Source: an optimization exercise on an open RTL-to-GDS flow (aim: small area, a short achievable clock period and few clock cycles). Production flows keep margins and buffers that such runs may drop. RTL that was checked went through simulation tests only; none was proved equivalent to the original. For runs 1 to 4, only the layout was checked, not whether the RTL still works. Power figures rest on the tool's default switching activity, not on a simulated workload.

<file path="flow/config.mk">
export PLATFORM = sky130hd
export DESIGN_NAME = rune512_codec
export DESIGN_NICKNAME = rune512_codec
export VERILOG_FILES = /design/flow/design.v
export SDC_FILE = /design/flow/constraint.sdc
export NUM_CORES = 4
export LEC_CHECK = 0
export CAP_MARGIN = 20
export CORE_MARGIN = 2
export CORE_UTILIZATION = 40
export PLACE_DENSITY = 0.6
export SETUP_SLACK_MARGIN = 5
export SLEW_MARGIN = 20
</file>
<file path="flow/constraint.sdc">
create_clock -name core_clock -period 8.0 [get_ports {clk}]
set_input_delay 1.6000 -clock core_clock [delete_from_list [all_inputs] [get_ports {clk}]]
set_output_delay 1.6000 -clock core_clock [all_outputs]
set_load 0.01 [all_outputs]
</file>
<file path="flow/design.v">
module rune512_codec #(
    parameter P = 64,    
    parameter S = 59     
) (
    input  wire        clk,
    input  wire        rst,
    input  wire        cmd_valid,
    output wire        cmd_ready,
    input  wire [2:0]  cmd_op,
    input  wire        cmd_pfx,
    input  wire        cmd_emptyok,
    input  wire        in_valid,
    output wire        in_ready,
    input  wire [11:0] in_data,
    output wire        out_valid,
    input  wire        out_ready,
    output wire [9:0]  out_data,
    output wire        done,
    output reg  [3:0]  err,
    output reg         shortsub,
    output wire [15:0] result,
    output wire [7:0]  consumed,
    output wire [7:0]  outlen
);
    localparam [2:0] ST_IDLE = 3'd0,
                     ST_BIN  = 3'd1,    
                     ST_TIN  = 3'd2,    
                     ST_OUT  = 3'd3,    
                     ST_FIN  = 3'd4;    
    reg [2:0]  state;
    reg        cmd_ready_r;
    reg        done_r;
    reg        op_enc, op_dec, pfx, emptyok;
    reg        in_ready_r;
    reg [5:0]  lag;           
    reg        iv;
    reg [11:0] id;
    reg [575:0] ring;
    reg [15:0] crc;           
    reg [15:0] spec;          
    reg [6:0]  cnt;           
    reg [6:0]  rem;           
    reg [2:0]  m3;            
    reg [3:0]  lo;            
    reg [7:0]  acc;           
    reg        over, p0;
    reg        tok_seen, pfx_bad, stopped, cap;
    reg [16:0] hdr;
    reg        ov, last_r;
    reg [9:0]  od;
    reg [6:0]  oln;
    reg [1:0]  ost;           
    reg [8:0]  rd;            
    reg [5:0]  tap;           
    assign cmd_ready = cmd_ready_r;
    assign in_ready  = in_ready_r;
    assign out_valid = ov;
    assign out_data  = od;
    assign done      = done_r;
    assign result    = crc;
    assign consumed  = {1'b0, cnt};
    assign outlen    = {1'b0, oln};
    wire cmd_fire = cmd_valid & cmd_ready_r;
    wire in_move  = in_valid & in_ready_r;
    wire in_end   = op_dec ? in_data[11] : in_data[8];
    wire legal    = (cmd_op == 3'd0) | (cmd_op == 3'd1) | (cmd_op == 3'd2);
    wire in_phase = (state == ST_BIN) | (state == ST_TIN);
    wire in_out   = (state == ST_OUT);
    wire        v1   = (cnt == 7'd1);
    wire [8:0]  cin  = op_dec ? (v1 ? {8'd0, id[0]} : id[8:0]) : {id[7:0], 1'b0};
    wire [15:0] ch [0:9];
    assign ch[0] = crc;
    genvar g;
    generate
        for (g = 0; g < 9; g = g + 1) begin : g_chain
            wire fb = ch[g][15] ^ cin[8-g];
            assign ch[g+1] = {ch[g][14:0], 1'b0} ^ (fb ? 16'h1021 : 16'h0000);
        end
    endgenerate
    wire        parity_d = hdr[16];
    reg  [15:0] spec_n;
    always @(*) begin
        case (m3)
        3'd0: spec_n = parity_d ? ch[1] : ch[9];
        3'd1: spec_n = ch[8];
        3'd2: spec_n = ch[7];
        3'd3: spec_n = ch[6];
        3'd4: spec_n = ch[5];
        3'd5: spec_n = ch[4];
        3'd6: spec_n = ch[3];
        default: spec_n = ch[2];
        endcase
    end
    wire [7:0]  ibyte = id[8] ? 8'd0 : id[7:0];
    wire [15:0] comb  = {acc, ibyte};
    reg  [8:0]  sym;
    always @(*) begin
        case (lo)
        4'd1: sym = comb[8:0];
        4'd2: sym = comb[9:1];
        4'd3: sym = comb[10:2];
        4'd4: sym = comb[11:3];
        4'd5: sym = comb[12:4];
        4'd6: sym = comb[13:5];
        4'd7: sym = comb[14:6];
        default: sym = comb[15:7];
        endcase
    end
    wire t_end   = id[11];
    wire t_sent  = id[10];
    wire t_valid = id[9];
    wire run_tok = iv & op_dec & ~t_end & ~(~tok_seen & pfx) &
                   ~(pfx_bad | stopped | cap) & t_valid & (cnt != S);
    wire       wr    = op_dec ? run_tok : iv;
    wire [8:0] wdata = op_dec ? id[8:0] : sym;
    wire [8:0] rtap  = ring[tap*9 +: 9];
    wire eval       = iv & (op_dec ? t_end : id[8]);
    wire enc_go     = op_enc & ~over;
    wire dec_crc_ok = (spec == hdr[15:0]);
    wire dec_ok     = tok_seen & ~pfx_bad & ~cap & (cnt > 7'd1) & dec_crc_ok;
    wire dec_adj    = (m3 == 3'd1) & parity_d;
    wire dec_m0     = (rem == 7'd0);
    wire [6:0] dec_m_m1 = rem - 7'd1 - {6'd0, dec_adj};
    wire go         = eval & (op_dec ? (dec_ok & ~dec_m0) : enc_go);
    wire rem_nz = (rem != 7'd0);
    wire ld     = (in_out ? rem_nz : go) & (~ov | out_ready);
    wire [16:0] c17 = {acc, rd};
    reg  [7:0]  dbyte;
    always @(*) begin
        case (lo)
        4'd0: dbyte = c17[8:1];
        4'd1: dbyte = c17[9:2];
        4'd2: dbyte = c17[10:3];
        4'd3: dbyte = c17[11:4];
        4'd4: dbyte = c17[12:5];
        4'd5: dbyte = c17[13:6];
        4'd6: dbyte = c17[14:7];
        4'd7: dbyte = c17[15:8];
        default: dbyte = c17[16:9];
        endcase
    end
    wire parity_e = (lo == 4'd1);
    reg  [9:0] enext;
    always @(*) begin
        case (ost)
        2'd0: enext = 10'h200;
        2'd1: enext = {1'b0, parity_e, crc[15:8]};
        2'd2: enext = {1'b0, crc[7:0], p0};
        default: enext = {1'b0, rd};
        endcase
    end
    wire [9:0] onext   = op_dec ? {2'b00, dbyte} : enext;
    wire       consume = ld & (op_dec ? (lo != 4'd8) : (ost == 2'd3));
    always @(posedge clk) begin
        id   <= in_data;
        ring <= {ring[566:0], (wr ? wdata : ring[575:567])};
        if (rst) begin
            state       <= ST_IDLE;
            cmd_ready_r <= 1'b1;
            done_r      <= 1'b0;
            in_ready_r  <= 1'b0;
            iv          <= 1'b0;
            ov          <= 1'b0;
        end else begin
            iv <= in_move;
            if (cmd_fire) begin
                in_ready_r <= legal;
                lag        <= 6'd0;
            end else if (in_move) begin
                in_ready_r <= ~in_end;
                lag        <= 6'd0;
            end else begin
                in_ready_r <= ~in_ready_r & in_phase & (lag == 6'd63);
                lag        <= lag + 6'd1;
            end
            if (ld) begin
                ov <= 1'b1;
                od <= onext;
            end else if (out_ready) begin
                ov <= 1'b0;
            end
            case (state)
            ST_IDLE: begin
                if (cmd_fire) begin
                    cmd_ready_r <= 1'b0;
                    op_enc   <= (cmd_op == 3'd0);
                    op_dec   <= (cmd_op == 3'd1);
                    pfx      <= cmd_pfx;
                    emptyok  <= cmd_emptyok;
                    err      <= legal ? 4'd0 : 4'd6;
                    shortsub <= 1'b0;
                    crc      <= 16'd0;
                    spec     <= 16'd0;
                    cnt      <= 7'd0;
                    over     <= 1'b0;
                    lo       <= 4'd0;
                    p0       <= 1'b0;
                    tok_seen <= 1'b0;
                    pfx_bad  <= 1'b0;
                    stopped  <= 1'b0;
                    cap      <= 1'b0;
                    rem      <= {6'd0, cmd_pfx} + 7'd1;
                    oln      <= 7'd0;
                    ost      <= cmd_pfx ? 2'd0 : 2'd1;
                    m3       <= (cmd_op == 3'd1) ? 3'd0 : 3'd2;
                    tap      <= (cmd_op == 3'd1) ? (6'd59 - {5'd0, cmd_pfx}) : 6'd60;
                    if (cmd_op == 3'd1)      state <= ST_TIN;
                    else if (legal)          state <= ST_BIN;
                    else begin
                        state  <= ST_FIN;
                        done_r <= 1'b1;
                    end
                end
            end
            ST_BIN: begin
                tap <= tap + 6'd1;
                if (iv) begin
                    if (id[8]) begin
                        cnt <= 7'd0;
                        if (cnt == 7'd1) rd <= sym;
                        if (over) begin
                            err    <= 4'd8;
                            state  <= ST_FIN;
                            done_r <= 1'b1;
                        end else if (!op_enc) begin
                            state  <= ST_FIN;
                            done_r <= 1'b1;
                        end else begin
                            state  <= ST_OUT;
                            rem    <= rem + {6'd0, lo != 4'd0};
                            last_r <= 1'b0;
                        end
                    end else if (cnt == P) begin
                        over <= 1'b1;
                        crc  <= 16'd0;
                    end else begin
                        cnt <= cnt + 7'd1;
                        crc <= ch[8];
                        acc <= id[7:0];
                        if (cnt == 7'd0) begin
                            lo <= 4'd7;
                            p0 <= id[7];
                        end else begin
                            if (cnt == 7'd1) rd <= sym;
                            if (lo == 4'd0) lo <= 4'd8;
                            else begin
                                lo  <= lo - 4'd1;
                                rem <= rem + 7'd1;
                            end
                        end
                    end
                end
            end
            ST_TIN: begin
                tap <= tap + 6'd1;
                if (iv) begin
                    if (t_end) begin
                        if (!tok_seen) begin
                            err   <= (~pfx & emptyok) ? 4'd0 : 4'd1;
                        end else if (pfx_bad) begin
                            err   <= 4'd2;
                        end else if (cap) begin
                            err   <= 4'd8;
                        end else if (cnt == 7'd0) begin
                            err      <= 4'd3;
                            shortsub <= 1'b1;
                        end else if (cnt == 7'd1) begin
                            err   <= 4'd3;
                        end else if (!dec_crc_ok) begin
                            err   <= 4'd5;
                        end
                        if (dec_ok) begin
                            crc <= hdr[15:0];
                            cnt <= cnt + {6'd0, pfx};
                        end else begin
                            crc <= 16'd0;
                            cnt <= 7'd0;
                        end
                        if (go) begin
                            state  <= ST_OUT;
                            rem    <= dec_m_m1;
                            last_r <= (dec_m_m1 == 7'd0);
                        end else begin
                            state  <= ST_FIN;
                            done_r <= 1'b1;
                        end
                    end else begin
                        tok_seen <= 1'b1;
                        if (!tok_seen && pfx) begin
                            pfx_bad <= ~t_sent;
                        end else if (pfx_bad || stopped || cap) begin
                        end else if (!t_valid) begin
                            stopped <= 1'b1;
                        end else if (cnt == S) begin
                            cap <= 1'b1;
                        end else begin
                            cnt <= cnt + 7'd1;
                            m3  <= m3 + 3'd1;
                            if (cnt == 7'd0) hdr[16:8] <= id[8:0];
                            if (cnt == 7'd1) begin
                                hdr[7:0] <= id[8:1];
                                acc      <= id[7:0];
                                lo       <= 4'd1;
                                rem      <= 7'd0;
                            end
                            if (cnt != 7'd0) begin
                                crc  <= ch[9];
                                spec <= spec_n;
                            end
                            if (cnt[6:1] != 6'd0)
                                rem <= rem + ((m3 == 3'd0) ? 7'd2 : 7'd1);
                            if (cnt == 7'd2) rd <= id[8:0];
                        end
                    end
                end
            end
            ST_OUT: begin
                if (ov && out_ready && last_r) begin
                    state  <= ST_FIN;
                    done_r <= 1'b1;
                end
            end
            ST_FIN: begin
                done_r      <= 1'b0;
                cmd_ready_r <= 1'b1;
                state       <= ST_IDLE;
            end
            default: state <= ST_IDLE;
            endcase
            if (in_out || go) begin
                if (in_out) tap <= tap + 6'd1;
                if (ld) begin
                    oln <= oln + 7'd1;
                    if (in_out) begin
                        rem    <= rem - 7'd1;
                        last_r <= (rem == 7'd1);
                    end
                    if (!op_dec && ost != 2'd3) ost <= ost + 2'd1;
                    if (op_dec) begin
                        if (lo == 4'd8) lo <= 4'd0;
                        else begin
                            acc <= rd[7:0];
                            lo  <= lo + 4'd1;
                        end
                    end
                end
                if (consume) begin
                    rd <= rtap;
                    if (!op_dec && m3 == 3'd7) begin
                        m3  <= 3'd0;
                        tap <= tap - 6'd1;     
                    end else begin
                        m3  <= m3 + 3'd1;
                        tap <= tap;            
                    end
                end
            end
        end
    end
endmodule
</file>
<file path="flow/run.sh">
#!/bin/bash
# synth_recipe.tcl (not shown) runs the flow's synth.tcl, then flattens the netlist and writes it again
# the make line also repeats each setting of config.mk as NAME=value (left out here)
make -C /OpenROAD-flow-scripts/flow DESIGN_CONFIG=/design/flow/config.mk WORK_HOME=/design/flow/orfs CLKGATE_MAP_FILE= SYNTH_SCRIPT=/design/flow/synth_recipe.tcl finish
</file>
==> reports/results.tsv, run 1 <==
metric	value	unit
final-max-slew-violation-count	0	
core	0.0700	mm²
num_vias	19400	
tightestPinTransition	1.04	ns
place.detailed.instances	3072	
outcome	timing/DRC/antenna clean	
clk-insertion-delay-late	0.62	ns
synth_top_family_by_area	multiplexers	
synth-warning-count	1	
cts_max_path_buffers	3	
grt_setup_unrepaired	true	
synth-seq-area-share	56.4	%
hold_path_depth	0	
syn_area	0.0283	mm²
finish.net_count	2403	
power.density_cell_area	266	mW/mm²
ff2ff_path_depth	10	
synthDistinctLibCells	92	
synthTopCellsByCount	sky130_fd_sc_hd__dfxtp_1 (596), sky130_fd_sc_hd__mux4_2 (189), sky130_fd_sc_hd__nand2_1 (136), sky130_fd_sc_hd__edfxtp_1 (134), sky130_fd_sc_hd__clkbuf_1 (116)	
worst_slew_margin_rel	29.8	%
die_width	270	µm
crit_arrival	3.47	ns
post_cts_hold_fix_bufs	0	
timing.fmax	327	MHz
cp.buffers_inverters	3	
antenna_left	0	
row_count	97	
clock_tree_from_tritoncts	done	
final_period_minus_worst_setup_slack	3.06	ns
grt_overflow	0	
half_perimeter_wire_length_after_detailed_placement	47100	µm
setup_violations	0	
top_ff_cell_synth	sky130_fd_sc_hd__dfxtp_1	
clock_tree.htree_level_count	3	
synth_async_sr_flop_share	0	%
synth_simple_gate_area_share	7.37	%
first_iter_violations	1932	
post_route_cells_drive_above_1_share	27.1	%
static-leakage-power	12.9	nW
vdd_drop_max	0.000148	V
crit_chain	buf_6 > or4_4 > buf_12 > o21ai_4 > xor3_2 > buf_12 > xor2_4 > xor2_2 > a22oi_2 > a221oi_2	
slowest_stage	sky130_fd_sc_hd__or4_4	
synthMuxAreaShare	16.7	%
synth-adder-area-share	1.61	%
remaining_drc_errors	0	
routability_congestion	0.949	
grt_first_pass_wirelength	119000	µm
critical_path_peak_fanout	5	
synth_edf_count	134	
hold_violations	0	
pin_count_of_the_biggest_net_entering_global_routing	78	
cts_made_buffers	75	
postSynthRegisterBits	730	
finalSetupTns	0	ns
worst_clock_skew	0.0235	ns
cpLargestDelayFamily	XOR/XNOR gates	
portBuffers	70	
critical_path.startpoint_type	flop	
antenna_found_initial	2	
layout.cells.non_filler	3344	
die_footprint	0.0729	mm²
vias_per_cell	5.81	
effective_utilization_at_floorplan	40.4	%
placed_cell_area	0.0299	mm²
setup.worst_path.class	reg2reg	
path_common_cell	sky130_fd_sc_hd__buf_12	
detail_route.first_pass.iterations	8	
min_path_type	reg2reg	
clk_root_buffer_cell	sky130_fd_sc_hd__clkbuf_16	
stdcell_area	0.0345	mm²
routed_wirelength_normalized_by_instance_count	23.2	µm
cells_after_synth	2192	
fin_crit_sh	38.3	%
regToRegStartpoint	cnt[4]	
worst_ep_required_time	8.41	ns
worst_setup_hold_path_clk_slew	0.06	ns
synth_compound_gate_area_share	11.8	%
hold_path_end	ring[209]	
max_cap_violations	0	
timing.reg2reg.setup_slack	4.94	ns
synth.top_cell.area_share	42.1	%
pin_count	73	
synthMostInstantiatedCell	sky130_fd_sc_hd__dfxtp_1	
grt.total_usage	20.8	%
yosysTopAreaCell	sky130_fd_sc_hd__dfxtp_1	
cpPeakStageDelay	0.59	ns
synthXorXnorAreaFrac	3.28	%
routed_wl	77500	µm
timing.hold.worst.start	ring[200]	
insertedDiodeCount	0	
die_height	270	µm
synthesis.area_per_instance	12.9	µm²
worst_setup_path_end_kind	flop	
area_growth_syn_to_layout	22.0	%
regToRegEndpoint	spec[13]	
grt_pass1_vias	19900	
clock_sinks	730	
post_synth_main_area_contributors	sky130_fd_sc_hd__dfxtp_1 (42%), sky130_fd_sc_hd__mux4_2 (15%), sky130_fd_sc_hd__edfxtp_1 (14%)	
==> cells by family (layout without fill, tap and decap cells) <==
family | count (synthesis) | after routing
flip-flops | 730 | 730
buffers and inverters | 198 | 407
XOR/XNOR | 85 | 85
adder cells (fa/ha/maj) | 36 | 36
multiplexers | 236 | 236
AO/OA/AOI/OAI | 479 | 480
other | 1 | 2
AND/OR/NAND/NOR | 427 | 428
==> sequential cells by signal, summed over array words and instances, names as in the netlist, 6 cells and up <==
signal / flops
hdr: 17
tap: 6
acc: 8
id: 12
rd: 9
cnt: 7
rem: 7
lag: 6
ring: 576
oln: 7
od: 10
spec: 16
crc: 16
==> stage by stage <==
| stage | utilization, % | power, mW | hold WS (ns) | setup slack, ns |
|---|---|---|---|---|
| 2_1_floorplan | - | 4.96 | 0.326 | 4.74 |
| 3_3_place_gp | 42.6 | 5.36 | 0.331 | 3.69 |
| 3_5_place_dp | 42.6 | 5.36 | 0.333 | 3.62 |
| 4_1_cts | 48.1 | 9.14 | 0.343 | 4.89 |
| 5_1_grt | 49.3 | 9.53 | 0.346 | 4.84 |
| 6_report | 49.3 | 9.19 | 0.343 | 4.94 |
==> routing by layer <==
| layer | wire length, µm | global-route usage [%] | vias up | part of all wire [%] |
|---|---|---|---|---|
| met3 | 5150 | 4.19 | 209 | 6.6 |
| li1 | - | - | 8688 | - |
| met4 | 3760 | 10.0 | 2 | 4.9 |
| met1 | 31900 | 26.9 | 9735 | 41 |
| met5 | 12 | 0 | - | 0.015 |
| met2 | 36700 | 33.4 | 809 | 47 |
==> worst max path at each step <==
stage,start,to,depth (start not counted)
detailed placement,out_ready,tap[2],5
CTS,out_ready,tap[2],5
floorplan,rst,spec[0],4
global placement,out_ready,tap[2],5
finish,cnt[4],spec[13],10
global route,cnt[1],spec[7],9
==> report_power, final <==
| part | internal [mW] | switching (mW) | leakage, nW |
|---|---|---|---|
| logic | 0.695 | 0.898 | 5.54 |
| registers | 3.87 | 0.130 | 6.10 |
| clock network | 2.14 | 1.45 | 1.26 |
| total | 6.71 | 2.48 | 12.9 |
==> cells in the final DEF (no fill, tap or decap), types with 13 or more instances in the layout <==
| cell | netlist | layout |
|---|---|---|
| sky130_fd_sc_hd__a221oi_1 | 31 | 21 |
| sky130_fd_sc_hd__nor2_1 | 104 | 96 |
| sky130_fd_sc_hd__dlygate4sd2_1 | 0 | 26 |
| sky130_fd_sc_hd__clkdlybuf4s50_1 | 0 | 20 |
| sky130_fd_sc_hd__o21ai_0 | 76 | 72 |
| sky130_fd_sc_hd__mux2i_1 | 36 | 35 |
| sky130_fd_sc_hd__a31oi_1 | 20 | 18 |
| sky130_fd_sc_hd__nand2_1 | 136 | 128 |
| sky130_fd_sc_hd__clkinv_2 | 0 | 13 |
| sky130_fd_sc_hd__a222oi_1 | 19 | 19 |
| sky130_fd_sc_hd__dfxtp_1 | 596 | 588 |
| sky130_fd_sc_hd__o211ai_1 | 17 | 17 |
| sky130_fd_sc_hd__a21oi_1 | 114 | 107 |
| sky130_fd_sc_hd__edfxtp_1 | 134 | 134 |
| sky130_fd_sc_hd__and3_1 | 16 | 15 |
| sky130_fd_sc_hd__clkbuf_1 | 116 | 15 |
| sky130_fd_sc_hd__nand3_1 | 40 | 37 |
| sky130_fd_sc_hd__xor2_1 | 34 | 31 |
| sky130_fd_sc_hd__xnor2_1 | 38 | 25 |
| sky130_fd_sc_hd__nor3_1 | 28 | 21 |
| sky130_fd_sc_hd__inv_1 | 39 | 36 |
| sky130_fd_sc_hd__mux4_2 | 189 | 189 |
| sky130_fd_sc_hd__clkbuf_16 | 0 | 81 |
| sky130_fd_sc_hd__buf_4 | 2 | 127 |
| sky130_fd_sc_hd__a22oi_1 | 50 | 49 |
| sky130_fd_sc_hd__ha_1 | 34 | 28 |
==> final cells by class <==
| class | instances | area, µm² |
|---|---|---|
| Multi-Input combinational cell | 1267 | 12500 |
| Inverter | 40 | 165 |
| Timing Repair Buffer | 232 | 2190 |
| Tap cell | 940 | 1180 |
| Clock buffer | 102 | 2130 |
| Sequential cell | 730 | 16000 |
| Fill cell | 6056 | 35500 |
| Clock inverter | 33 | 429 |
==> timing repair <==
item	in CTS	in global routing
gates cloned	2	5
endpoints found under the setup margin	214	131
pin swaps	27	34
buffers inserted	75	54
gates resized for setup	215	85
==> run 2, diff against run 1 <==
--- a/flow/config.mk
+++ b/flow/config.mk
@@ -9,4 +9,5 @@
 export CORE_MARGIN = 2
 export CORE_UTILIZATION = 40
+export CTS_BUF_LIST = sky130_fd_sc_hd__clkbuf_4 sky130_fd_sc_hd__clkbuf_8
 export PLACE_DENSITY = 0.6
 export SETUP_SLACK_MARGIN = 5
==> run 2 against run 1 <==
Against the previous run: die area unchanged; area after synthesis unchanged; cell area up 0.12%; largest cell class unchanged.
==> reports/results.tsv, run 2 <==
metric	value	unit	change
max_cap_violations	0		unchanged
core	0.0700	mm²	unchanged
clock_tree.htree_level_count	3		unchanged
synth-adder-area-share	1.61	%	unchanged
critical_path_peak_fanout	8		+3
cts_made_buffers	112		+49%
most_common_cell_after_layout_fill_and_taps_aside	sky130_fd_sc_hd__dfxtp_1		
clk-insertion-delay-late	0.74	ns	+0.12 ns
first_iter_violations	1774		-8.2%
globalRouteMet2Util	33.7	%	+0.31 points
top_usage_layer	met2		
use_met3	4.61	%	+0.43 points
most-common-layout-cells	sky130_fd_sc_hd__dfxtp_1 (587), sky130_fd_sc_hd__mux4_2 (189), sky130_fd_sc_hd__clkbuf_8 (146)		
antenna_left	0		unchanged
cells_after_synth	2192		unchanged
routed_wl	78100	µm	+0.80%
grt_overflow	0		unchanged
grt_pass1_vias	20300		+2.3%
crit_arrival	3.53	ns	+0.06 ns
area_growth_syn_to_layout	22.1	%	
outcome	timing/DRC/antenna clean		
tightestPinTransition	1.09	ns	+0.0449 ns
die_width	270	µm	unchanged
pin_count_of_the_biggest_net_entering_global_routing	78		unchanged
path_common_cell	sky130_fd_sc_hd__or4_4		
grt_setup_unrepaired	true		
min_path_type	reg2reg		
grt_first_pass_wirelength	120000	µm	+1.0%
slowest_stage	sky130_fd_sc_hd__or4_4		
static-leakage-power	13.0	nW	+0.85%
clk_root_buffer_cell	sky130_fd_sc_hd__clkbuf_8		
effective_utilization_at_floorplan	40.4	%	unchanged
half_perimeter_wire_length_after_detailed_placement	47100	µm	unchanged
final_period_minus_worst_setup_slack	3.06	ns	+0.00158 ns
synth_simple_gate_area_share	7.37	%	unchanged
layout_top_registers	ring (576), hdr (17)		
postSynthRegisterBits	730		unchanged
synth-warning-count	1		unchanged
die_height	270	µm	unchanged
grt.total_usage	20.9	%	+0.17 points
setup.worst_path.class	reg2reg		
fin_crit_sh	38.3	%	about the same
yosysTopAreaCell	sky130_fd_sc_hd__dfxtp_1		
largest_register_by_flop_count	ring		
synthMostInstantiatedCell	sky130_fd_sc_hd__dfxtp_1		
power.density_cell_area	262	mW/mm²	-1.8%
critical_path.startpoint_type	flop		
routed_wirelength_normalized_by_instance_count	22.8	µm	-1.6%
clock_tree_from_tritoncts	done		
post_route_cells_drive_above_1_share	31.4	%	+4.4 points
synthXorXnorAreaFrac	3.28	%	unchanged
cts_max_path_buffers	3		unchanged
synthMuxAreaShare	16.7	%	unchanged
syn_area	0.0283	mm²	unchanged
portBuffers	70		unchanged
setup_violations	0		unchanged
synthesis.area_per_instance	12.9	µm²	unchanged
post_cts_hold_fix_bufs	0		unchanged
antenna_found_initial	5		+3
synth.top_cell.area_share	42.1	%	unchanged
finalSetupTns	0	ns	unchanged
crit_chain	buf_6 > or4_4 > or2_4 > or4_4 > a21oi_4 > buf_12 > mux2i_2 > a21oi_1		
num_vias	19800		+1.9%
worst_setup_path_end_kind	flop		
top_ff_cell_synth	sky130_fd_sc_hd__dfxtp_1		
vdd_drop_max	0.000133	V	-10%
synth_async_sr_flop_share	0	%	unchanged
stdcell_area	0.0346	mm²	+0.12%
globalRouteMet1Util	26.7	%	-0.20 points
post_synth_main_area_contributors	sky130_fd_sc_hd__dfxtp_1 (42%), sky130_fd_sc_hd__mux4_2 (15%), sky130_fd_sc_hd__edfxtp_1 (14%)		
row_count	97		unchanged
timing.fmax	327	MHz	about the same
synth_top_family_by_area	multiplexers		
finish.net_count	2444		+1.7%
synthTopCellsByCount	sky130_fd_sc_hd__dfxtp_1 (596), sky130_fd_sc_hd__mux4_2 (189), sky130_fd_sc_hd__nand2_1 (136), sky130_fd_sc_hd__edfxtp_1 (134), sky130_fd_sc_hd__clkbuf_1 (116)		
clock_sinks	730		unchanged
worst_setup_hold_path_clk_slew	0.06	ns	about the same
routability_congestion	0.949		unchanged
die_footprint	0.0729	mm²	unchanged
worst_ep_required_time	8.47	ns	+0.06 ns
synth_edf_count	134		unchanged
vias_per_cell	5.78		-0.53%
synth-seq-area-share	56.4	%	unchanged
final-max-slew-violation-count	0		unchanged
hold_violations	0		unchanged
worst_slew_margin_rel	26.8	%	-3.0 points
synth_compound_gate_area_share	11.8	%	unchanged
detail_route.first_pass.iterations	7		-1
cpPeakStageDelay	0.60	ns	about the same
synthDistinctLibCells	92		unchanged
remaining_drc_errors	0		unchanged
worst_clock_skew	0.0300	ns	+0.00649 ns
pin_count	73		unchanged
flip_flop_count_of_the_largest_register_all_copies_and_words_added	576		unchanged
placed_cell_area	0.0299	mm²	unchanged
run 2: logic make-up (layout without fill, tap and decap cells):
logic type / after synthesis / after routing
DFF: 730 / 730
muxes: 236 / 236
AOI/OAI and AO/OA: 479 / 480
xor gates and xnor gates: 85 / 85
buffers and inverters: 198 / 486
and+or+nand+nor: 427 / 429
other: 1 / 4
adders and majority gates: 36 / 36
run 2: repair_timing:
item	CTS	global route
cloned	3	5
setup buffers	86	46
endpoints found under the setup margin	206	138
pin swaps	32	37
gates resized for setup	325	75
run 2: routing by layer:
metal	wire, µm	vias up
li1	-	8802
met2	36900	879
met3	5390	258
met1	31900	9872
met5	25	-
met4	3920	4
run 2: path summary, 6_finish.rpt:
kind | start | to | slack, ns | cells after the start
worst max-delay path | cnt[3] | acc[1] | 4.94 | 8
worst min-delay path | ring[334] | ring[343] | 0.33 | 0
worst max register to register | cnt[3] | acc[1] | 4.94 | 8
worst min register to register | ring[334] | ring[343] | 0.33 | 0
run 2: worst max-delay path: cells and delay by family, from the launching register on:
family	cells	cell delay, ns
simple gates	3	1.44
mux	1	0.21
flops	1	0.51
buf+inv	2	0.35
compound gates	2	0.27
run 2: final cells by class:
class                   count  area (µm²)
inverters                  40         165
clock buffers             189        2330
multi-input cells        1268       12600
fillers                  6079       35500
repair buffers            235        2120
clock inverters            22         236
flip-flops and latches    730       16000
diodes                      2        5.00
well taps                 940        1180
run 2: power breakdown:
| part | switching (mW) | internal [mW] | total (mW) |
|---|---|---|---|
| Sequential | 0.132 | 3.87 | 4.01 |
| Clock | 1.47 | 1.95 | 3.41 |
| Combinational | 0.912 | 0.711 | 1.62 |
run 2: metrics by stage:
| step | utilization, % | power, mW | setup slack (ns) | hold slack (ns) | instances |
|---|---|---|---|---|---|
| finish | 49.4 | 9.04 | 4.94 | 0.327 | 3426 |
| global route | 49.4 | 9.39 | 4.87 | 0.341 | 3426 |
| CTS | 48.2 | 8.99 | 4.93 | 0.331 | 3372 |
| detailed placement | 42.6 | 5.36 | 3.62 | 0.333 | 3072 |
| global placement | 42.6 | 5.36 | 3.69 | 0.331 | 3071 |
| floorplan | - | 4.96 | 4.74 | 0.326 | 2193 |
==> run 3, diff against run 2 <==
--- a/flow/design.v
+++ b/flow/design.v
@@ -35,5 +35,7 @@
     reg [5:0]  lag;           
     reg        iv;
-    reg [11:0] id;
+    reg [11:9] id;            
+    reg        id_end;        
+    reg [8:0]  ida;           
     reg [575:0] ring;
     reg [15:0] crc;           
@@ -67,6 +69,5 @@
     wire in_phase = (state == ST_BIN) | (state == ST_TIN);
     wire in_out   = (state == ST_OUT);
-    wire        v1   = (cnt == 7'd1);
-    wire [8:0]  cin  = op_dec ? (v1 ? {8'd0, id[0]} : id[8:0]) : {id[7:0], 1'b0};
+    wire [8:0]  cin  = ida;
     wire [15:0] ch [0:9];
     assign ch[0] = crc;
@@ -92,5 +93,5 @@
         endcase
     end
-    wire [7:0]  ibyte = id[8] ? 8'd0 : id[7:0];
+    wire [7:0]  ibyte = id_end ? 8'd0 : ida[8:1];
     wire [15:0] comb  = {acc, ibyte};
     reg  [8:0]  sym;
@@ -113,7 +114,7 @@
                    ~(pfx_bad | stopped | cap) & t_valid & (cnt != S);
     wire       wr    = op_dec ? run_tok : iv;
-    wire [8:0] wdata = op_dec ? id[8:0] : sym;
+    wire [8:0] wdata = op_dec ? ida : sym;
     wire [8:0] rtap  = ring[tap*9 +: 9];
-    wire eval       = iv & (op_dec ? t_end : id[8]);
+    wire eval       = iv & (op_dec ? t_end : id_end);
     wire enc_go     = op_enc & ~over;
     wire dec_crc_ok = (spec == hdr[15:0]);
@@ -153,14 +154,9 @@
     wire       consume = ld & (op_dec ? (lo != 4'd8) : (ost == 2'd3));
     always @(posedge clk) begin
-        id   <= in_data;
+        id   <= in_data[11:9];
+        id_end <= in_data[8];
+        ida  <= op_dec ? in_data[8:0] : {in_data[7:0], 1'b0};
         ring <= {ring[566:0], (wr ? wdata : ring[575:567])};
-        if (rst) begin
-            state       <= ST_IDLE;
-            cmd_ready_r <= 1'b1;
-            done_r      <= 1'b0;
-            in_ready_r  <= 1'b0;
-            iv          <= 1'b0;
-            ov          <= 1'b0;
-        end else begin
+        begin
             iv <= in_move;
             if (cmd_fire) begin
@@ -216,5 +212,5 @@
                 tap <= tap + 6'd1;
                 if (iv) begin
-                    if (id[8]) begin
+                    if (id_end) begin
                         cnt <= 7'd0;
                         if (cnt == 7'd1) rd <= sym;
@@ -237,8 +233,8 @@
                         cnt <= cnt + 7'd1;
                         crc <= ch[8];
-                        acc <= id[7:0];
+                        acc <= ida[8:1];
                         if (cnt == 7'd0) begin
                             lo <= 4'd7;
-                            p0 <= id[7];
+                            p0 <= ida[8];
                         end else begin
                             if (cnt == 7'd1) rd <= sym;
@@ -297,18 +293,19 @@
                             cnt <= cnt + 7'd1;
                             m3  <= m3 + 3'd1;
-                            if (cnt == 7'd0) hdr[16:8] <= id[8:0];
+                            if (cnt == 7'd0) hdr[16:8] <= ida;
                             if (cnt == 7'd1) begin
-                                hdr[7:0] <= id[8:1];
-                                acc      <= id[7:0];
+                                hdr[7:0] <= ida[8:1];
+                                acc      <= ida[7:0];
                                 lo       <= 4'd1;
                                 rem      <= 7'd0;
+                                crc      <= ida[0] ? 16'h1021 : 16'h0000;
+                                spec     <= 16'd0;
                             end
-                            if (cnt != 7'd0) begin
+                            if (cnt[6:1] != 6'd0) begin
                                 crc  <= ch[9];
                                 spec <= spec_n;
+                                rem  <= rem + ((m3 == 3'd0) ? 7'd2 : 7'd1);
                             end
-                            if (cnt[6:1] != 6'd0)
-                                rem <= rem + ((m3 == 3'd0) ? 7'd2 : 7'd1);
-                            if (cnt == 7'd2) rd <= id[8:0];
+                            if (cnt == 7'd2) rd <= ida;
                         end
                     end
@@ -357,4 +354,12 @@
             end
         end
+        if (rst) begin
+            state       <= ST_IDLE;
+            cmd_ready_r <= 1'b1;
+            done_r      <= 1'b0;
+            in_ready_r  <= 1'b0;
+            iv          <= 1'b0;
+            ov          <= 1'b0;
+        end
     end
 endmodule
--- a/flow/config.mk
+++ b/flow/config.mk
@@ -9,5 +9,4 @@
 export CORE_MARGIN = 2
 export CORE_UTILIZATION = 40
-export CTS_BUF_LIST = sky130_fd_sc_hd__clkbuf_4 sky130_fd_sc_hd__clkbuf_8
 export PLACE_DENSITY = 0.6
 export SETUP_SLACK_MARGIN = 5
==> run 3 against run 2 <==
Against the previous run: combinational power increased by 77%; worst hold slack lost 0.0038 ns; first-iteration DRC count is 5.8% higher; critical path depth grew 1; critical endpoint is now tap[4]; critical path type unchanged; synthesized cell count grew 9.3%; clock-buffer cell count shrank 88; total power increased by 18%.
==> reports/results.tsv, run 3 <==
metric	value	unit	change
vdd_drop_max	0.000211	V	+59%
flip_flop_count_of_the_largest_register_all_copies_and_words_added	576		unchanged
pin_count_of_the_biggest_net_entering_global_routing	65		-17%
synth_edf_count	87		-35%
power.density_cell_area	323	mW/mm²	+24%
row_count	96		-1.0%
hold_violations	0		unchanged
worst_clock_skew	0.0339	ns	+0.00387 ns
post_synth_main_area_contributors	sky130_fd_sc_hd__dfxtp_1 (47%), sky130_fd_sc_hd__edfxtp_1 (9.5%), sky130_fd_sc_hd__mux4_2 (6.0%)		
synth_async_sr_flop_share	0	%	unchanged
antenna_left	0		unchanged
critical_path.startpoint_type	flop		
core	0.0685	mm²	-2.2%
syn_area	0.0276	mm²	-2.6%
max_cap_violations	0		unchanged
post_route_cells_drive_above_1_share	18.5	%	-13 points
vias_per_cell	5.93		+2.5%
remaining_drc_errors	0		unchanged
critical_path_peak_fanout	8		unchanged
postSynthRegisterBits	731		+0.14%
synthesis.area_per_instance	11.5	µm²	-11%
largest_register_by_flop_count	ring		
top_ff_cell_synth	sky130_fd_sc_hd__dfxtp_1		
clock_sinks	731		+0.14%
routability_congestion	0.944		-0.50%
worst_ep_required_time	8.38	ns	-0.09 ns
grt_pass1_vias	20000		-1.4%
clk_root_buffer_cell	sky130_fd_sc_hd__clkbuf_16		
synth.top_cell.area_share	46.7	%	+4.6 points
crit_arrival	3.38	ns	-0.15 ns
cts_max_path_buffers	3		unchanged
synthTopCellsByCount	sky130_fd_sc_hd__dfxtp_1 (644), sky130_fd_sc_hd__a21oi_1 (155), sky130_fd_sc_hd__mux2i_1 (149), sky130_fd_sc_hd__nand2_1 (141), sky130_fd_sc_hd__nor2_1 (130)		
grt.total_usage	21.8	%	+0.88 points
first_iter_violations	1877		+5.8%
die_height	267	µm	-1.3%
clock_tree.htree_level_count	3		unchanged
grt_overflow	0		unchanged
pin_count	73		unchanged
worst_slew_margin_rel	26.8	%	about the same
routed_wl	79600	µm	+1.9%
finalSetupTns	0	ns	unchanged
min_path_type	reg2reg		
antenna_found_initial	0		-5
detail_route.first_pass.iterations	9		+2
die_footprint	0.0711	mm²	-2.5%
timing.fmax	333	MHz	+2.0%
grt_first_pass_wirelength	121000	µm	+0.52%
most-common-layout-cells	sky130_fd_sc_hd__dfxtp_1 (631), sky130_fd_sc_hd__a21oi_1 (151), sky130_fd_sc_hd__mux2i_1 (149)		
static-leakage-power	12.1	nW	-6.6%
routed_wirelength_normalized_by_instance_count	23.1	µm	+1.1%
most_common_cell_after_layout_fill_and_taps_aside	sky130_fd_sc_hd__dfxtp_1		
clk-insertion-delay-late	0.64	ns	-0.10 ns
placed_cell_area	0.0291	mm²	-2.5%
insertedDiodeCount	0		-2
num_vias	20500		+3.3%
final_period_minus_worst_setup_slack	3.00	ns	-0.0586 ns
layout_top_registers	ring (576), hdr (17)		
tightestPinTransition	1.10	ns	+0.0116 ns
filler_cells_inserted	5993		-1.4%
setup_violations	0		unchanged
synthDistinctLibCells	97		+5.4%
area_growth_syn_to_layout	20.2	%	
portBuffers	70		unchanged
synthMostInstantiatedCell	sky130_fd_sc_hd__dfxtp_1		
final-max-slew-violation-count	0		unchanged
cells_after_synth	2395		+9.3%
grt_setup_unrepaired	true		
synth-warning-count	1		unchanged
yosysTopAreaCell	sky130_fd_sc_hd__dfxtp_1		
fin_crit_sh	37.5	%	-0.73 points
effective_utilization_at_floorplan	40.3	%	-0.14 points
cts_made_buffers	76		-32%
half_perimeter_wire_length_after_detailed_placement	48600	µm	+3.3%
synth-seq-area-share	56.2	%	-0.14 points
stdcell_area	0.0332	mm²	-4.1%
die_width	267	µm	-1.3%
clock_tree_from_tritoncts	done		
outcome	timing/DRC/antenna clean		
finish.net_count	2564		+4.9%
timing.reg2reg.setup_slack	5.00	ns	+0.06 ns
worst_setup_hold_path_clk_slew	0.06	ns	about the same
worst_setup_path_end_kind	flop		
setup.worst_path.class	reg2reg		
==> run 3: changes by cell type after synthesis, moves of 12 or more <==
cell / delta
sky130_fd_sc_hd__a21oi_1: +41
sky130_fd_sc_hd__edfxtp_1: -47
sky130_fd_sc_hd__mux4_2: -115
sky130_fd_sc_hd__dfxtp_1: +48
sky130_fd_sc_hd__o22ai_1: +38
sky130_fd_sc_hd__nor3_1: +12
sky130_fd_sc_hd__nor2_1: +26
sky130_fd_sc_hd__mux2i_1: +113
sky130_fd_sc_hd__o221ai_1: +65
sky130_fd_sc_hd__inv_1: -12
==> run 3: final timing paths <==
path / start / to / cells after the start
worst max-delay path: cnt[4] / tap[4] / 9
worst min-delay path: ring[75] / ring[84] / 0
worst max register to register: cnt[4] / tap[4] / 9
worst min register to register: ring[75] / ring[84] / 0
==> run 3: power by group <==
part | leakage [nW] | total [mW] | internal, mW | switching (mW)
Combinational | 4.76 | 2.86 | 1.13 | 1.74
Clock | 1.35 | 3.77 | 2.28 | 1.49
Sequential | 6.04 | 4.08 | 3.89 | 0.184
==> run 3: layout make-up <==
type / instances / area [µm²] / area share, %
flip-flops and latches: 731 / 15500 / 46.9
multi-input cells: 1460 / 11700 / 35.4
clock buffers: 101 / 2160 / 6.51
repair buffers: 204 / 1860 / 5.62
well taps: 882 / 1100 / 3.33
clock inverters: 38 / 583 / 1.76
inverters: 34 / 166 / 0.502
repair inverters: 1 / 8.76 / 0.0264
==> run 3: kinds of logic after synthesis <==
logic type / after synthesis / synth area share (%)
DFF: 731 / 56.2
AOI/OAI and AO/OA: 631 / 16.1
and+or+nand+nor: 479 / 8.36
muxes: 239 / 12.1
buffers and inverters: 209 / 3.16
xor gates and xnor gates: 70 / 2.46
adders and majority gates: 35 / 1.61
other: 1 / 0.0136
==> run 3: worst max-delay path, cell delays in order, from the launching register on <==
cell                       delay, ns
sky130_fd_sc_hd__edfxtp_1       0.49
sky130_fd_sc_hd__or4_4          0.63
sky130_fd_sc_hd__or3_4          0.44
sky130_fd_sc_hd__o211ai_4       0.21
sky130_fd_sc_hd__buf_12         0.14
sky130_fd_sc_hd__o32a_4         0.23
sky130_fd_sc_hd__inv_12         0.07
sky130_fd_sc_hd__nand2_8        0.11
sky130_fd_sc_hd__mux2i_1        0.08
sky130_fd_sc_hd__or3_1          0.36
==> run 3: metal layers <==
metal / part of all wire (%) / up-vias / track usage [%]
li1: - / 9282 / -
met2: 47 / 867 / 35.5
met3: 7.2 / 174 / 4.04
met1: 43 / 10100 / 29.1
met5: 0 / - / 0
met4: 2.9 / 0 / 7.62
==> run 3: timing repair <==
action,in CTS,in global routing
pin swaps,11,11
hold buffers,0,0
cloned,6,2
endpoints found under the setup margin,210,102
setup buffers,53,40
gates resized for setup,142,50
hold endpoints to repair,0,0
==> run 3: stage by stage <==
stage               setup WS, ns  cells  total power [mW]  utilization [%]  hold slack [ns]
floorplan                   4.74   2396              5.92                -            0.326
global placement            3.48   3211              6.69             42.5            0.330
detailed placement          3.47   3211              6.71             42.5            0.332
CTS                         4.85   3409              10.6             47.7            0.322
global route                4.91   3451              11.1             48.4            0.332
finish                      5.00   3451              10.7             48.4            0.324
==> run 4, diff against run 3 <==
--- a/flow/config.mk
+++ b/flow/config.mk
@@ -6,4 +6,5 @@
 export NUM_CORES = 4
 export LEC_CHECK = 0
+export ABC_AREA = 1
 export CAP_MARGIN = 20
 export CORE_MARGIN = 2
==> run 4 against run 3 <==
Against the previous run: highest routed layer unchanged; setup slack improved by 0.034 ns; combinational power increased by 36%; cell area decreased by 1.4%; wire length increased by 4.4%; maximum frequency increased by 1.1%; still clean on timing, DRC and antenna; sequential power increased by 7.4%.
==> reports/results.tsv, run 4 <==
metric	value	unit	change
vias_per_cell	5.40		-9.0%
synthMostInstantiatedCell	sky130_fd_sc_hd__nand2_1		
cts_max_path_buffers	3		unchanged
stdcell_area	0.0327	mm²	-1.4%
whs	0.343	ns	+0.0190 ns
routed_wirelength_normalized_by_instance_count	19.6	µm	-15%
synth-warning-count	1		unchanged
placed_cell_area	0.0296	mm²	+1.7%
hold_violations	0		unchanged
static-leakage-power	12.7	nW	+4.5%
first_iter_violations	2141		+14%
flip_flop_count_of_the_largest_register_all_copies_and_words_added	576		unchanged
post_synth_main_area_contributors	sky130_fd_sc_hd__dfxtp_1 (46%), sky130_fd_sc_hd__edfxtp_1 (9.3%), sky130_fd_sc_hd__nand2_1 (8.7%)		
power.density_cell_area	362	mW/mm²	+12%
syn_area	0.0281	mm²	+2.0%
antenna_found_initial	0		unchanged
synth_edf_count	87		unchanged
core	0.0698	mm²	+1.9%
critical_path_peak_fanout	2		-6
fin_crit_sh	37.1	%	-0.43 points
largest_register_by_flop_count	ring		
finalSetupTns	0	ns	unchanged
area_growth_syn_to_layout	16.2	%	
cp.buffers_inverters	1		-1
antenna_left	0		unchanged
timing.fmax	337	MHz	+1.1%
clock_sinks	731		unchanged
synthesis.area_per_instance	8.85	µm²	-23%
vdd_drop_max	0.000237	V	+12%
yosysTopAreaCell	sky130_fd_sc_hd__dfxtp_1		
clock_tree_from_tritoncts	done		
grt_overflow	0		unchanged
outcome	timing/DRC/antenna clean		
clk_root_buffer_cell	sky130_fd_sc_hd__clkbuf_16		
routability_congestion	0.978		+3.6%
worst_slew_margin_rel	36.7	%	+10 points
post_route_cells_drive_above_1_share	9.00	%	-9.5 points
share_of_the_core_filled_with_cells	46.8	%	-1.6 points
max_cap_violations	0		unchanged
critical_path.startpoint_type	flop		
final_period_minus_worst_setup_slack	2.97	ns	-0.0341 ns
half_perimeter_wire_length_after_detailed_placement	52100	µm	+7.2%
crit_arrival	1.37	ns	-2.01 ns
area_of_all_sequential_standard_cells	0.0155	mm²	about the same
pin_count	73		unchanged
finish.net_count	3288		+28%
row_count	97		+1.0%
die_footprint	0.0725	mm²	+2.0%
cpLargestDelayFamily	flip-flops		
routed_wl	83100	µm	+4.4%
min_path_type	reg2reg		
detail_route.first_pass.iterations	8		-1
insertedDiodeCount	0		unchanged
worst_clock_skew	0.0248	ns	-0.00909 ns
clk-insertion-delay-late	0.63	ns	about the same
grt.total_usage	22.1	%	+0.29 points
die_width	269	µm	+0.98%
most_common_cell_after_layout_fill_and_taps_aside	sky130_fd_sc_hd__nand2_1		
postSynthRegisterBits	731		unchanged
setup.worst_path.class	reg2out		
pin_count_of_the_biggest_net_entering_global_routing	105		+62%
portBuffers	70		unchanged
effective_utilization_at_floorplan	40.3	%	about the same
synth.top_cell.area_share	45.8	%	-0.92 points
synth_async_sr_flop_share	0	%	unchanged
worst_ep_required_time	6.40	ns	-1.98 ns
die_height	269	µm	+0.98%
worst_setup_path_end_kind	output port		
grt_first_pass_wirelength	128000	µm	+5.6%
top_ff_cell_synth	sky130_fd_sc_hd__dfxtp_1		
p_total	11.8	mW	+11%
filler_cells_inserted	6668		+11%
remaining_drc_errors	0		unchanged
slowest_stage	sky130_fd_sc_hd__edfxtp_1		
cts_made_buffers	75		-1.3%
final-max-slew-violation-count	0		unchanged
synthDistinctLibCells	64		-34%
synthTopCellsByCount	sky130_fd_sc_hd__nand2_1 (655), sky130_fd_sc_hd__dfxtp_1 (644), sky130_fd_sc_hd__nor2_1 (263), sky130_fd_sc_hd__a21oi_1 (249), sky130_fd_sc_hd__inv_1 (207)		
setup_violations	0		unchanged
cpPeakStageDelay	0.41	ns	-0.22 ns
grt_pass1_vias	22100		+10%
worst_setup_hold_path_clk_slew	0.06	ns	about the same
clock_tree.htree_level_count	3		unchanged
most-common-layout-cells	sky130_fd_sc_hd__nand2_1 (645), sky130_fd_sc_hd__dfxtp_1 (634), sky130_fd_sc_hd__nor2_1 (256)		
num_vias	22800		+12%
layout_top_registers	ring (576), hdr (17)		
crit_chain	dlygate4sd2_1		
synth-seq-area-share	55.1	%	-1.1 points
grt_setup_unrepaired	true		
cells_after_synth	3177		+33%
post_cts_hold_fix_bufs	0		unchanged
multiInputGateArea	0.0113	mm²	-3.7%
tightestPinTransition	0.941	ns	-0.158 ns
==> run 4: cells by family (layout without fill, tap and decap cells) <==
logic type / Yosys count / after routing / synth area share, %
mux: 114 / 114 / 4.06
other cells: 1 / 2 / 0.0133
simple gates: 1107 / 1107 / 16.3
buf+inv: 388 / 500 / 5.45
fa+ha+maj: 34 / 34 / 1.54
flops: 731 / 731 / 55.1
xor+xnor: 41 / 41 / 1.36
compound gates: 761 / 761 / 16.2
==> run 4: layout make-up <==
| cell class | instances | share of cell area, % |
|---|---|---|
| Clock buffer | 107 | 6.70 |
| Multi-Input combinational cell | 2059 | 34.6 |
| Clock inverter | 28 | 1.10 |
| Timing Repair Buffer | 132 | 3.71 |
| Tap cell | 940 | 3.60 |
| Sequential cell | 731 | 47.5 |
| Inverter | 233 | 2.80 |
==> run 4: power by group <==
part | leakage [nW] | switching [mW] | internal [mW] | total (mW)
Combinational | 5.39 | 2.72 | 1.17 | 3.88
Sequential | 6.06 | 0.310 | 4.07 | 4.38
Clock | 1.25 | 1.48 | 2.09 | 3.57
==> run 4: repair_timing <==
| item | CTS | global route |
|---|---|---|
| gates cloned | 1 | 1 |
| buffers inserted | 30 | 9 |
| endpoints found under the setup margin | 177 | 103 |
| pin swaps | 3 | 0 |
| gates resized for setup | 95 | 40 |
==> run 4: worst reg2reg max path: cells and delay by family, from the launching register on <==
family	cells	cell delay, ns
and+or+nand+nor	11	1.34
DFF	1	0.50
AOI/OAI and AO/OA	2	0.29
buffers and inverters	4	0.60
==> run 4: final timing paths <==
check | endpoint | slack, ns | cells after the start | from
setup / recovery | consumed[1] | 5.03 | 1 | cnt[1]
setup reg to reg | spec[14] | 5.03 | 17 | crc[13]
hold reg to reg | ring[104] | 0.34 | 0 | ring[95]
hold / removal | ring[104] | 0.34 | 0 | ring[95]
==> run 4: metrics by stage <==
step / setup WS (ns) / instances
2_1_floorplan: 4.95 / 3178
3_3_place_gp: 4.02 / 4054
3_5_place_dp: 3.92 / 4054
4_1_cts: 4.93 / 4220
5_1_grt: 4.95 / 4230
6_report: 5.03 / 4230
==> run 4: layer usage <==
layer	wire length (µm)	global-route usage, %	vias up	share of wire, %
met5	0	0	-	0
met4	2630	7.69	0	3.2
met3	5660	3.78	175	6.8
met2	35400	33.4	855	43
met1	39300	31.7	10800	47
li1	-	-	11000	-
==> run 5, diff against run 4 <==
--- a/flow/design.v
+++ b/flow/design.v
@@ -115,5 +115,17 @@
     wire       wr    = op_dec ? run_tok : iv;
     wire [8:0] wdata = op_dec ? ida : sym;
-    wire [8:0] rtap  = ring[tap*9 +: 9];
+    wire [7:0] tap_l = 8'd1 << tap[2:0];
+    wire [7:0] tap_h = 8'd1 << tap[5:3];
+    reg  [8:0] rtap, rgrp;
+    integer gi, gj;
+    always @(*) begin
+        rtap = 9'd0;
+        for (gj = 0; gj < 8; gj = gj + 1) begin
+            rgrp = 9'd0;
+            for (gi = 0; gi < 8; gi = gi + 1)
+                rgrp = rgrp | (ring[(gj*8+gi)*9 +: 9] & {9{tap_l[gi]}});
+            rtap = rtap | (rgrp & {9{tap_h[gj]}});
+        end
+    end
     wire eval       = iv & (op_dec ? t_end : id_end);
     wire enc_go     = op_enc & ~over;
--- a/flow/config.mk
+++ b/flow/config.mk
@@ -6,8 +6,9 @@
 export NUM_CORES = 4
 export LEC_CHECK = 0
-export ABC_AREA = 1
 export CAP_MARGIN = 20
 export CORE_MARGIN = 2
 export CORE_UTILIZATION = 40
+export CTS_CLUSTER_DIAMETER = 100
+export CTS_CLUSTER_SIZE = 30
 export PLACE_DENSITY = 0.6
 export SETUP_SLACK_MARGIN = 5
==> run 5 against run 4 <==
Against the previous run: critical path type is now in2reg; combinational power shrank 22%; clock power is 49% lower; sequential power is 4% lower; highest routed layer unchanged; largest cell class unchanged; setup slack worse by 0.042 ns; global-route usage rose by 0.41 points; clock skew is 0.0053 ns higher; critical path depth is 9 higher; total power shrank 23%.
==> reports/results.tsv, run 5 <==
metric	value	unit	change
outcome	timing/DRC/antenna clean		
globalRouteMet2Util	34.9	%	+1.5 points
filler_cells_inserted	6225		-6.6%
most-common-layout-cells	sky130_fd_sc_hd__dfxtp_1 (627), sky130_fd_sc_hd__nand2_1 (200), sky130_fd_sc_hd__nor2_1 (146)		
synth-warning-count	1		unchanged
clock_sinks	731		unchanged
fin_crit_sh	37.6	%	+0.52 points
most_common_cell_after_layout_fill_and_taps_aside	sky130_fd_sc_hd__dfxtp_1		
power.density_cell_area	294	mW/mm²	-19%
largest_register_by_flop_count	ring		
globalRouteMet1Util	32.6	%	+0.85 points
insertedDiodeCount	0		unchanged
seq_power_share	46.5	%	+9.5 points
post_synth_main_area_contributors	sky130_fd_sc_hd__dfxtp_1 (47%), sky130_fd_sc_hd__edfxtp_1 (9.5%), sky130_fd_sc_hd__mux2_2 (4.6%)		
antenna_left	0		unchanged
cts_max_path_buffers	3		unchanged
clk-insertion-delay-late	0.65	ns	+0.02 ns
crit_arrival	3.54	ns	+2.17 ns
die_footprint	0.0706	mm²	-2.6%
clock_tree.htree_level_count	1		-2
first_iter_violations	2417		+13%
finish.net_count	2634		-20%
synth_edf_count	87		unchanged
yosysTopAreaCell	sky130_fd_sc_hd__dfxtp_1		
worst_ep_required_time	8.53	ns	+2.13 ns
hold_violations	0		unchanged
portBuffers	70		unchanged
fraction_of_power_consumed_by_combinational_cells	33.4	%	+0.6 points
internal-power	5.72	mW	-22%
vias_per_cell	6.09		+13%
grt_overflow	0		unchanged
detail_route.first_pass.iterations	9		+1
row_count	95		-2.1%
finalSetupTns	0	ns	unchanged
final_period_minus_worst_setup_slack	3.01	ns	+0.0419 ns
grt_setup_unrepaired	true		
routed_wirelength_normalized_by_instance_count	24.0	µm	+22%
use_met3	3.02	%	-0.76 points
synthesis.area_per_instance	10.8	µm²	+22%
postSynthRegisterBits	731		unchanged
area_growth_syn_to_layout	12.7	%	
num_vias	21000		-7.8%
antenna_found_initial	0		unchanged
tightestPinTransition	1.11	ns	+0.165 ns
syn_area	0.0274	mm²	-2.7%
post_cts_hold_fix_bufs	0		unchanged
top_ff_cell_synth	sky130_fd_sc_hd__dfxtp_1		
worst_setup_hold_path_clk_slew	0.12	ns	+0.06 ns
power.net_switching	3.34	mW	-26%
worst_setup_path_end_kind	flop		
core	0.0675	mm²	-3.3%
share_of_the_core_filled_with_cells	45.7	%	-1.1 points
setup_violations	0		unchanged
synth.top_cell.area_share	47.1	%	+1.3 points
min_path_type	reg2reg		
setup.worst_path.class	in2reg		
grt_pass1_vias	20800		-6.0%
synthMostInstantiatedCell	sky130_fd_sc_hd__dfxtp_1		
routed_wl	82900	µm	-0.19%
switching_share	36.9	%	-1.2 points
critical_path.startpoint_type	input port		
cts_made_buffers	29		-61%
post_route_cells_drive_above_1_share	16.1	%	+7.1 points
flip_flop_count_of_the_largest_register_all_copies_and_words_added	576		unchanged
die_height	266	µm	-1.3%
synth-seq-area-share	56.6	%	+1.5 points
worst_slew_margin_rel	26.0	%	-11 points
vdd_drop_max	0.000167	V	-30%
grt.total_usage	22.5	%	+0.41 points
final-max-slew-violation-count	0		unchanged
cells_after_synth	2537		-20%
static-leakage-power	11.4	nW	-10%
pin_count	73		unchanged
clkPwrFrac	20.1	%	-10 points
pin_count_of_the_biggest_net_entering_global_routing	57		-46%
remaining_drc_errors	0		unchanged
effective_utilization_at_floorplan	40.6	%	+0.25 points
half_perimeter_wire_length_after_detailed_placement	51200	µm	-1.7%
worst_clock_skew	0.0301	ns	+0.00532 ns
clock_tree_from_tritoncts	done		
synth_async_sr_flop_share	0	%	unchanged
max_cap_violations	0		unchanged
synthTopCellsByCount	sky130_fd_sc_hd__dfxtp_1 (644), sky130_fd_sc_hd__nand2_1 (202), sky130_fd_sc_hd__nor2_1 (150), sky130_fd_sc_hd__clkbuf_1 (127), sky130_fd_sc_hd__a22oi_1 (123)		
critical_path_peak_fanout	10		+8
routability_congestion	0.946		-3.3%
grt_first_pass_wirelength	126000	µm	-1.7%
die_width	266	µm	-1.3%
layout_top_registers	ring (576), hdr (17)		
top_usage_layer	met2		
synthDistinctLibCells	102		+59%
clk_root_buffer_cell	sky130_fd_sc_hd__clkbuf_16		
timing.fmax	332	MHz	-1.4%
==> run 5: cell count changes after synthesis, sizes merged, moves of 33 or more <==
cell,delta
mux2i,-89
mux2,+112
o22ai,-138
inv,-191
xnor2,+33
nand2,-465
a21oi,-144
a222oi,+80
a22oi,+113
a22o,+38
o21ai,-69
nand3,-45
nor2,-121
==> run 5: power groups by stage <==
stage | logic, mW | registers (mW) | clock network [mW]
after detailed placement | 2.54 | 4.33 | 0
after floorplan | 1.76 | 4.14 | 0
after global placement | 2.53 | 4.33 | 0
after global routing | 3.21 | 4.23 | 1.99
after CTS | 2.83 | 4.19 | 1.86
final | 3.03 | 4.21 | 1.82
==> run 5: cells by family (layout without fill, tap and decap cells) <==
| logic type | Yosys count | in the layout | synth area share [%] |
|---|---|---|---|
| other | 1 | 2 | 0.0137 |
| adder cells (fa/ha/maj) | 40 | 40 | 1.85 |
| XOR/XNOR | 77 | 77 | 2.92 |
| buffers and inverters | 239 | 279 | 3.61 |
| AND/OR/NAND/NOR | 579 | 580 | 10.1 |
| AO/OA/AOI/OAI | 731 | 732 | 19.2 |
| flip-flops | 731 | 731 | 56.6 |
| multiplexers | 139 | 139 | 5.68 |
==> run 5: worst paths after layout <==
kind,startpoint,end,slack (ns),cells past startpoint
max,cmd_valid,rem[4],4.99,10
min,ring[79],ring[88],0.33,0
max reg2reg,lo[1],ring[4],4.99,7
min reg2reg,ring[79],ring[88],0.33,0
==> run 5: final cells by class <==
type	count	area, µm²	share of cell area (%)
sequential	731	15500	50.4
multi-input combinational	1570	11400	36.9
timing repair buffer	199	1850	5.99
tap	873	1090	3.54
clock buffer	33	741	2.40
inverter	42	184	0.596
clock inverter	5	80.1	0.260
==> run 5: worst max-delay path, stage by stage <==
cell,delay (ns)
sky130_fd_sc_hd__clkdlybuf4s50_1,0.51
sky130_fd_sc_hd__and2_4,0.18
sky130_fd_sc_hd__nand3b_1,0.12
sky130_fd_sc_hd__buf_4,0.18
sky130_fd_sc_hd__clkinvlp_4,0.08
sky130_fd_sc_hd__buf_8,0.14
sky130_fd_sc_hd__o22ai_2,0.09
sky130_fd_sc_hd__o21ai_0,0.21
sky130_fd_sc_hd__a21oi_1,0.08
sky130_fd_sc_hd__a311o_1,0.35
==> run 5: through the flow <==
step / setup slack, ns / instance area (µm²) / total power, mW / instances / hold WS [ns]
floorplan: 4.87 / 27400 / 5.90 / 2538 / 0.326
global placement: 3.42 / 28800 / 6.86 / 3326 / 0.327
detailed placement: 3.36 / 28800 / 6.87 / 3326 / 0.332
CTS: 4.92 / 30400 / 8.88 / 3433 / 0.340
global route: 4.92 / 30800 / 9.43 / 3453 / 0.350
finish: 4.99 / 30800 / 9.07 / 3453 / 0.330
==> run 5: layer usage <==
layer  vias to the layer above  share of wire, %
met2                       972                45
met1                     10400                45
met4                         0               3.0
li1                       9533                 -
met3                       148               7.9
met5                         -                 0
==> run 5: repair_timing <==
item                       in CTS  in global routing
gates cloned                    2                  3
setup endpoints to repair     195                 99
resized for setup             182                 70
pin swaps                      11                 16
setup buffers                  67                 17
Testbench counts of run 5, summed over its fixed seeds: cycles 11,683.
==> run 6, diff against run 5 <==
--- a/flow/config.mk
+++ b/flow/config.mk
@@ -8,8 +8,8 @@
 export CAP_MARGIN = 20
 export CORE_MARGIN = 2
-export CORE_UTILIZATION = 40
+export CORE_UTILIZATION = 60
 export CTS_CLUSTER_DIAMETER = 100
 export CTS_CLUSTER_SIZE = 30
-export PLACE_DENSITY = 0.6
+export PLACE_DENSITY = 0.75
 export SETUP_SLACK_MARGIN = 5
 export SLEW_MARGIN = 20
==> run 6 against run 5 <==
Against the previous run: still clean on timing, DRC and antenna; first-iteration DRC count grew 29%; clock power shrank 2%; total power shrank 0.53%; highest routed layer unchanged.
==> reports/results.tsv, run 6 <==
metric	value	unit	change
outcome	timing/DRC/antenna clean		
pin_count_of_the_biggest_net_entering_global_routing	60		+5.3%
clk_root_buffer_cell	sky130_fd_sc_hd__clkbuf_16		
top_usage_layer	met2		
grt_pass1_vias	21000		+0.88%
top_ff_cell_synth	sky130_fd_sc_hd__dfxtp_1		
synth-seq-area-share	56.6	%	unchanged
effective_utilization_at_floorplan	60.6	%	+20 points
grt_setup_unrepaired	true		
remaining_drc_errors	0		unchanged
postSynthRegisterBits	731		unchanged
cts_max_path_buffers	3		unchanged
crit_arrival	1.40	ns	-2.14 ns
p_total	9.02	mW	-0.53%
finalSetupTns	0	ns	unchanged
share_of_the_core_filled_with_cells	67.6	%	+22 points
most_common_cell_after_layout_fill_and_taps_aside	sky130_fd_sc_hd__dfxtp_1		
detail_route.first_pass.iterations	10		+1
critical_path_peak_fanout	2		-8
cells_after_synth	2537		unchanged
grt.total_usage	32.6	%	+10 points
most-common-layout-cells	sky130_fd_sc_hd__dfxtp_1 (625), sky130_fd_sc_hd__nand2_1 (200), sky130_fd_sc_hd__nor2_1 (146)		
antenna_left	0		unchanged
clock_tree.htree_level_count	1		unchanged
pin_count	73		unchanged
finish.net_count	2635		+0.038%
first_iter_violations	3107		+29%
die_footprint	0.0474	mm²	-33%
half_perimeter_wire_length_after_detailed_placement	48700	µm	-4.9%
routed_wl	80200	µm	-3.3%
min_path_type	reg2reg		
yosysTopAreaCell	sky130_fd_sc_hd__dfxtp_1		
cp.buffers_inverters	1		-3
tightestPinTransition	1.09	ns	-0.0191 ns
fin_crit_sh	37.5	%	-0.17 points
die_height	218	µm	-18%
area_growth_syn_to_layout	11.5	%	
worst_slew_margin_rel	27.3	%	+1.3 points
core	0.0452	mm²	-33%
post_synth_main_area_contributors	sky130_fd_sc_hd__dfxtp_1 (47%), sky130_fd_sc_hd__edfxtp_1 (9.5%), sky130_fd_sc_hd__mux2_2 (4.6%)		
cpPeakStageDelay	0.50	ns	about the same
worst_clock_skew	0.0427	ns	+0.0126 ns
globalRouteMet2Util	49.0	%	+14 points
insertedDiodeCount	0		unchanged
post_route_cells_drive_above_1_share	15.3	%	-0.78 points
critical_path.startpoint_type	flop		
vias_per_cell	6.73		+10%
syn_area	0.0274	mm²	unchanged
routability_congestion	0.951		+0.59%
antenna_found_initial	1		+1
final_period_minus_worst_setup_slack	3.00	ns	-0.0137 ns
worst_setup_hold_path_clk_slew	0.11	ns	about the same
post_cts_hold_fix_bufs	0		unchanged
slowest_stage	sky130_fd_sc_hd__edfxtp_1		
num_vias	21400		+1.7%
synth-warning-count	1		unchanged
static-leakage-power	11.5	nW	+0.52%
die_width	218	µm	-18%
timing.fmax	334	MHz	+0.46%
synth.top_cell.area_share	47.1	%	unchanged
worst_ep_required_time	6.40	ns	-2.13 ns
clock_sinks	731		unchanged
globalRouteMet1Util	47.2	%	+15 points
synth_async_sr_flop_share	0	%	unchanged
synth_edf_count	87		unchanged
vdd_drop_max	0.000232	V	+39%
layout_top_registers	ring (576), hdr (17)		
largest_register_by_flop_count	ring		
row_count	78		-18%
grt_overflow	0		unchanged
hold_violations	0		unchanged
setup_violations	0		unchanged
clock_tree_from_tritoncts	done		
worst_setup_path_end_kind	output port		
use_met3	6.60	%	+3.6 points
synthDistinctLibCells	102		unchanged
clk-insertion-delay-late	0.63	ns	-0.02 ns
setup.worst_path.class	reg2out		
cts_made_buffers	29		unchanged
synthMostInstantiatedCell	sky130_fd_sc_hd__dfxtp_1		
grt_first_pass_wirelength	121000	µm	-3.2%
flip_flop_count_of_the_largest_register_all_copies_and_words_added	576		unchanged
final-max-slew-violation-count	0		unchanged
max_cap_violations	0		unchanged
portBuffers	70		unchanged
synthesis.area_per_instance	10.8	µm²	unchanged
power.density_cell_area	295	mW/mm²	+0.50%
crit_chain	clkdlybuf4s15_1		
routed_wirelength_normalized_by_instance_count	25.2	µm	+5.0%
synthTopCellsByCount	sky130_fd_sc_hd__dfxtp_1 (644), sky130_fd_sc_hd__nand2_1 (202), sky130_fd_sc_hd__nor2_1 (150), sky130_fd_sc_hd__clkbuf_1 (127), sky130_fd_sc_hd__a22oi_1 (123)		
cpLargestDelayFamily	flip-flops		
-- run 6: cell count changes in the layout (fill, tap and decap cells not counted), moves of 4 or more --
cell                              delta
sky130_fd_sc_hd__buf_12              +4
sky130_fd_sc_hd__dlygate4sd2_1      +16
sky130_fd_sc_hd__buf_8               -4
sky130_fd_sc_hd__clkdlybuf4s15_1     -4
sky130_fd_sc_hd__ha_4                -4
sky130_fd_sc_hd__buf_2               -9
-- run 6: area by class of cell --
type	instances	area [µm²]
Clock buffer	32	737
Timing Repair Buffer	201	1930
Fill cell	3411	14700
Sequential cell	731	15500
Inverter	42	183
Multi-Input combinational cell	1569	11300
Tap cell	600	751
Clock inverter	5	63.8
-- run 6: through the flow --
step | area, µm² | worst slack (ns) | instances | hold slack [ns]
floorplan | 27400 | 4.87 | 2538 | 0.326
global placement | 28400 | 3.49 | 3052 | 0.327
detailed placement | 28400 | 3.41 | 3052 | 0.333
CTS | 30000 | 5.00 | 3152 | 0.335
global route | 30500 | 4.98 | 3180 | 0.334
finish | 30500 | 5.00 | 3180 | 0.329
-- run 6: what timing repair did --
item | in CTS | in global routing
pin swaps | 8 | 16
gates cloned | 3 | 3
setup buffers | 60 | 25
setup endpoints to repair | 181 | 85
gates resized for setup | 151 | 67
-- run 6: worst paths after layout --
kind / start / endpoint / slack (ns) / cells past startpoint
worst min-delay path: ring[194] / ring[203] / 0.33 / 0
worst max register to register: crc[14] / spec[5] / 5.03 / 7
worst max-delay path: crc[3] / result[3] / 5.00 / 1
worst min register to register: ring[194] / ring[203] / 0.33 / 0
-- run 6: per-layer routing --
metal | vias to the layer above | routed length [µm]
met1 | 10400 | 34300
met3 | 187 | 8470
met2 | 1280 | 35000
met5 | - | 0
li1 | 9502 | -
met4 | 0 | 2440
-- run 6: logic make-up after synthesis --
logic type,after synthesis,synth area share [%]
muxes,139,5.68
DFF,731,56.6
AOI/OAI and AO/OA,731,19.2
buffers and inverters,239,3.61
adders and majority gates,40,1.85
and+or+nand+nor,579,10.1
xor gates and xnor gates,77,2.92
other,1,0.0137
-- run 6: where the power goes --
part | leakage (nW) | internal [mW] | switching (mW)
clock | 0.391 | 0.675 | 1.11
sequential | 6.04 | 3.93 | 0.282
combinational | 5.06 | 1.10 | 1.91
total | 11.5 | 5.71 | 3.30
-- run 6: worst register-to-register path: cells and delay by family, from the launching register on --
family                 cells  cell delay (ns)
XOR/XNOR                   3             1.47
AO/OA/AOI/OAI              3             0.67
flip-flops                 1             0.43
buffers and inverters      1             0.20

[separate check: timing with driven ports]
The flow's constraints put no driver on any port. The routed layouts listed below were extracted and timed again, unchanged, in two steps. Step 1: set_driving_cell puts a clkbuf_16 on clk and a buf_2 on each other input, an assumption about the parent block. Step 2 times the ports against the registers' clock, not the clock port: input delays grow and output delays shrink by t, the midpoint of the rising clock arrivals with the driver on. a / b / c = ideal / step 1 / step 2; a / b = the first two.
run | shift t [ns] | setup WS [ns] | cell pins on the clock port's net
run 1 | 0.667 | 4.939 / 4.935 / 4.393 | 1
run 2 | 0.780 | 4.938 / 4.894 / 4.290 | 1
run 3 | 0.681 | 4.996 / 4.951 / 4.412 | 1
run 4 | 0.678 | 5.031 / 4.968 / 4.438 | 1
run 5 | 0.702 | 4.989 / 4.947 / 4.322 | 1
run 6 | 0.672 | 5.002 / 4.939 / 4.471 | 1
After both steps setup and hold are still met in every run listed. For run 5, which loses most, drivers alone change the setup slack by -0.042 ns; drivers and shift together by -0.667 ns.
